What follows belongs to an exercise in optimizing a design on an open flow for small area, a short achievable clock period and few clock cycles per item; a production flow would make more cautious choices.
Function was checked by simulation only, so behaviour that the tests miss may differ from the original.
Power is estimated from default activity; no workload was simulated.

==> inputs of 08-10 <==
==> flow/design.v (excerpt) <==
module zemu_bus (
    input  wire        clk,
    input  wire        rst,
    input  wire        req_valid,
    output wire        req_ready,
    input  wire [3:0]  req_op,
    input  wire [15:0] req_addr,
    input  wire [7:0]  req_data,
    output reg         resp_valid,
    output wire [7:0]  resp_data,
    output reg         resp_err
);
==> module zemu_blockdrive, before the edit <==
module zemu_blockdrive (
    input  wire       clk,
    input  wire       rst,
    input  wire       rd_data,       
    input  wire       wr_data,       
    input  wire       wr_lba0,       
    input  wire       wr_lba1,       
    input  wire       wr_lba2,       
    input  wire       wr_lba3,       
    input  wire       wr_cmd,        
    input  wire [7:0] wdata,
    output wire [7:0] data_out,      
    output wire       rd_ok,         
    output wire       busy,          
    output wire       fault,         
    input  wire       host_wr,
    input  wire [7:0] host_sector,
    input  wire [7:0] host_offset,
    output wire [7:0] host_rdata,    
    output wire       host_range_err
);
    reg         z0, z1, z2, z3;      
    reg  [1:0]  sec;                 
    reg         act;                 
    reg         wmode;               
    reg  [3:0]  off;
    reg  [127:0] sbuf;
    reg  [511:0] store;
    wire lba_ok      = z0 && z1 && z2 && z3;
    wire read_phase  = act && !wmode;
    wire write_phase = act && wmode;
    wire last_byte   = (off == 4'd15);
    wire rd_fault  = rd_data && !read_phase;
    wire wr_fault  = wr_data && (!write_phase || (last_byte && !lba_ok));
    wire cmd_read  = wr_cmd && (wdata == 8'h20);
    wire cmd_write = wr_cmd && (wdata == 8'h30);
    assign fault   = rd_fault || wr_fault || (cmd_read && !lba_ok);
    assign busy    = act;
    assign rd_ok   = read_phase;
    wire host_ok = (host_sector[7:2] == 6'd0) && (host_offset[7:4] == 4'd0);
    assign host_range_err = !host_ok;
    wire [5:0] haddr = {host_sector[1:0], host_offset[3:0]};
    wire [7:0] sa, sb;
    zemu_dec #(.W(3)) u_sa (.x(haddr[2:0]), .y(sa));
    zemu_dec #(.W(3)) u_sb (.x(haddr[5:3]), .y(sb));
    wire [7:0] store_q;
    zemu_andor2 #(.NA(8), .NB(8)) u_store_rd (.sa(sa), .sb(sb), .d(store), .q(store_q));
    wire [7:0] sbuf_q;
    wire [15:0] off_sel;
    zemu_dec #(.W(4)) u_off_dec (.x(off), .y(off_sel));
    zemu_andor #(.N(16)) u_sbuf_rd (.sel(off_sel), .d(sbuf), .q(sbuf_q));
    assign host_rdata = store_q;
    assign data_out   = sbuf_q;
    wire host_we  = host_wr && host_ok;
    wire data_we  = wr_data && !wr_fault;
    wire flush    = data_we && last_byte;
    wire flush_nr = flush && !rst;
    wire [7:0] wdata_nr = rst ? 8'h00 : wdata;
    wire load     = cmd_read && lba_ok;
    genvar g;
    generate
        for (g = 0; g < 16; g = g + 1) begin : brow
            wire [7:0] ld = store[(sec*16+g)*8 +: 8];
            always @(posedge clk)
                if (load || (data_we && off == g))
                    sbuf[g*8 +: 8] <= load ? ld : wdata;
        end
        for (g = 0; g < 16; g = g + 1) begin : scol
            wire [7:0] d = (flush_nr && g != 15) ? sbuf[g*8 +: 8] : wdata_nr;
            genvar s;
            for (s = 0; s < 4; s = s + 1) begin : srow
                wire we = (host_we && haddr == s*16 + g) || (flush && sec == s);
                always @(posedge clk)
                    if (rst || we)
                        store[(s*16+g)*8 +: 8] <= d;
            end
        end
    endgenerate
    always @(posedge clk) begin
        if (load) begin
            wmode <= 1'b0;
            off   <= 4'd0;
        end else begin
            if (cmd_write) begin
                wmode <= 1'b1;
                off   <= 4'd0;
            end
            if ((rd_data && read_phase) || data_we)
                off <= off + 1'b1;
        end
    end
    always @(posedge clk) begin
        if (rst) begin
            z0  <= 1'b1;
            z1  <= 1'b1;
            z2  <= 1'b1;
            z3  <= 1'b1;
            sec <= 2'd0;
            act <= 1'b0;
        end else begin
            if (wr_lba0) begin
                z0  <= (wdata[7:2] == 6'd0);
                sec <= wdata[1:0];
            end
            if (wr_lba1) z1 <= (wdata == 8'd0);
            if (wr_lba2) z2 <= (wdata == 8'd0);
            if (wr_lba3) z3 <= (wdata[4:0] == 5'd0);
            if (load || cmd_write)
                act <= 1'b1;
            else if (((rd_data && read_phase) || data_we) && last_byte)
                act <= 1'b0;
        end
    end
endmodule
clock: 8.0 ns
lec_check: 0
cap_margin: 20
core_margin: 2
core_utilization: 45
cts_cluster_diameter: 80
cts_cluster_size: 20
setup_slack_margin: 4.5
slew_margin: 20
run.sh (not shown) runs the stock make flow with config.mk's settings and CLKGATE_MAP_FILE= SYNTH_SCRIPT=/design/flow/synth_recipe.tcl, a recipe that flattens the netlist after the stock synthesis.
==> 10-20 (differences from 08-10) <==
--- a/flow/design.v
+++ b/flow/design.v
@@ -272,28 +272,36 @@
     zemu_dec #(.W(3)) u_sb (.x(haddr[5:3]), .y(sb));
     wire [7:0] store_q;
     zemu_andor2 #(.NA(8), .NB(8)) u_store_rd (.sa(sa), .sb(sb), .d(store), .q(store_q));
-    wire [7:0] sbuf_q;
-    wire [15:0] off_sel;
-    zemu_dec #(.W(4)) u_off_dec (.x(off), .y(off_sel));
-    zemu_andor #(.N(16)) u_sbuf_rd (.sel(off_sel), .d(sbuf), .q(sbuf_q));
     assign host_rdata = store_q;
-    assign data_out   = sbuf_q;
+    assign data_out   = sbuf[7:0];
     wire host_we  = host_wr && host_ok;
     wire data_we  = wr_data && !wr_fault;
     wire flush    = data_we && last_byte;
     wire flush_nr = flush && !rst;
     wire [7:0] wdata_nr = rst ? 8'h00 : wdata;
     wire load     = cmd_read && lba_ok;
+    wire shift    = (rd_data && read_phase) || data_we;
     genvar g;
     generate
         for (g = 0; g < 16; g = g + 1) begin : brow
             wire [7:0] ld = store[(sec*16+g)*8 +: 8];
+            wire [7:0] sh;
+            if (g == 15) begin : top
+                assign sh = wdata;
+            end else begin : mid
+                assign sh = sbuf[(g+1)*8 +: 8];
+            end
             always @(posedge clk)
-                if (load || (data_we && off == g))
-                    sbuf[g*8 +: 8] <= load ? ld : wdata;
+                if (load || shift)
+                    sbuf[g*8 +: 8] <= load ? ld : sh;
         end
         for (g = 0; g < 16; g = g + 1) begin : scol
-            wire [7:0] d = (flush_nr && g != 15) ? sbuf[g*8 +: 8] : wdata_nr;
+            wire [7:0] d;
+            if (g == 15) begin : last
+                assign d = wdata_nr;
+            end else begin : buffered
+                assign d = flush_nr ? sbuf[(g+1)*8 +: 8] : wdata_nr;
+            end
             genvar s;
             for (s = 0; s < 4; s = s + 1) begin : srow
                 wire we = (host_we && haddr == s*16 + g) || (flush && sec == s);
--- a/flow/config.mk
+++ b/flow/config.mk
@@ -8,7 +8,8 @@
 export CAP_MARGIN = 20
 export CORE_MARGIN = 2
 export CORE_UTILIZATION = 45
-export CTS_CLUSTER_DIAMETER = 80
-export CTS_CLUSTER_SIZE = 20
+export CTS_CLUSTER_DIAMETER = 85
+export CTS_CLUSTER_SIZE = 22
+export PLACE_DENSITY = 0.75
 export SETUP_SLACK_MARGIN = 4.5
 export SLEW_MARGIN = 20
==> run notes <==
* Status: timing/DRC/antenna clean
* Register Area at 59000 sq um
* Placed Cells at 7318
* Crit path max fanout at 29
* Leading post-synthesis cells by cell area: edfxtp_1 71%, a22oi_1 4.5%, mux4_2 4.1%, nand2_1 1.7%, dfxtp_1 1.6%
* Post_cts resized at 259
* CTS buffer count at roughly 120
* Period utilization at 46.2%
* Routed via count at ~55k
* Vias in the first global route at a little over 50k
* Syn Area/Cell at roughly 16 sq um
* Met1 wire length at approximately 110000 microns
* Sequential share of the synthesized area at between 70 and 80%
* Final HPWL DP at between 150000 and 200000 microns
* CLK BUF at 171
* Multi-input logic portion of the cell area at 24.9%
* Non-Clock Buffer Count at 562
* CP top delay family: compound AO/OA/AOI/OAI gates
* NumNets Final at 5523
* Comb pwr share at 9.0%
(the above is from 08-10)
==> run notes <==
* Routed via count at 52.6k
* Sequential share of the synthesized area at 72.8%
* Crit path max fanout at 12
* Met1 wire length at 92700 microns
* Placed Cells at 7045
* Final HPWL DP at 159000 microns
* CTS buffer count at 103
* Status: timing/DRC/antenna clean
* NumNets Final at 5135
* Register Area at 59000 sq um
* Post_cts resized at 328
* CP top delay family: simple AND/OR/NAND/NOR gates
* Vias in the first global route at approximately 50k
* Leading post-synthesis cells by cell area: edfxtp_1 71%, a22oi_1 4.8%, mux4_2 4.2%, mux2_2 2.9%, dfxtp_1 1.6%
* Multi-input logic portion of the cell area at about a quarter
(the above is from 10-20)
Testbench counts of 08-10, summed over its fixed seeds: cycles 48,008, items 48,000.
Testbench counts of 10-20, summed over its fixed seeds: cycles 48,008, items 48,000.

-- re-timing with driven ports --
The flow's constraints put no driver on any port. The routed layouts listed below were extracted and timed again, unchanged, in two steps.
Step 1 (the two cells are an assumption about what drives the block):
set clk [get_ports {clk}]
set_driving_cell -lib_cell sky130_fd_sc_hd__clkbuf_16 $clk
set_driving_cell -lib_cell sky130_fd_sc_hd__buf_2 [delete_from_list [all_inputs] $clk]
Step 2 also shifts input and output timing later by t, the mid clock arrival at the registers, as if the neighbouring blocks saw the same clock.
Slacks: no drivers / after step 1 / after step 2; pairs: no drivers / after step 1.
| run | shift t [ns] | setup WS [ns] | latest minus earliest clock arrival (ns) | worst register clock-pin slew, ns | cell pins on the clock port's net |
|---|---|---|---|---|---|
| 08-10 | 0.885 | 4.301 / 4.301 / 3.504 | 0.063 / 0.063 | 0.09 / 0.09 | 1 |
| 10-20 | 0.863 | 4.309 / 4.306 / 3.443 | 0.069 / 0.068 | 0.10 / 0.10 | 1 |
After both steps every run listed still meets setup and hold. For 10-20, which loses most, drivers alone change the setup slack by -0.003 ns; drivers and shift together by -0.866 ns.
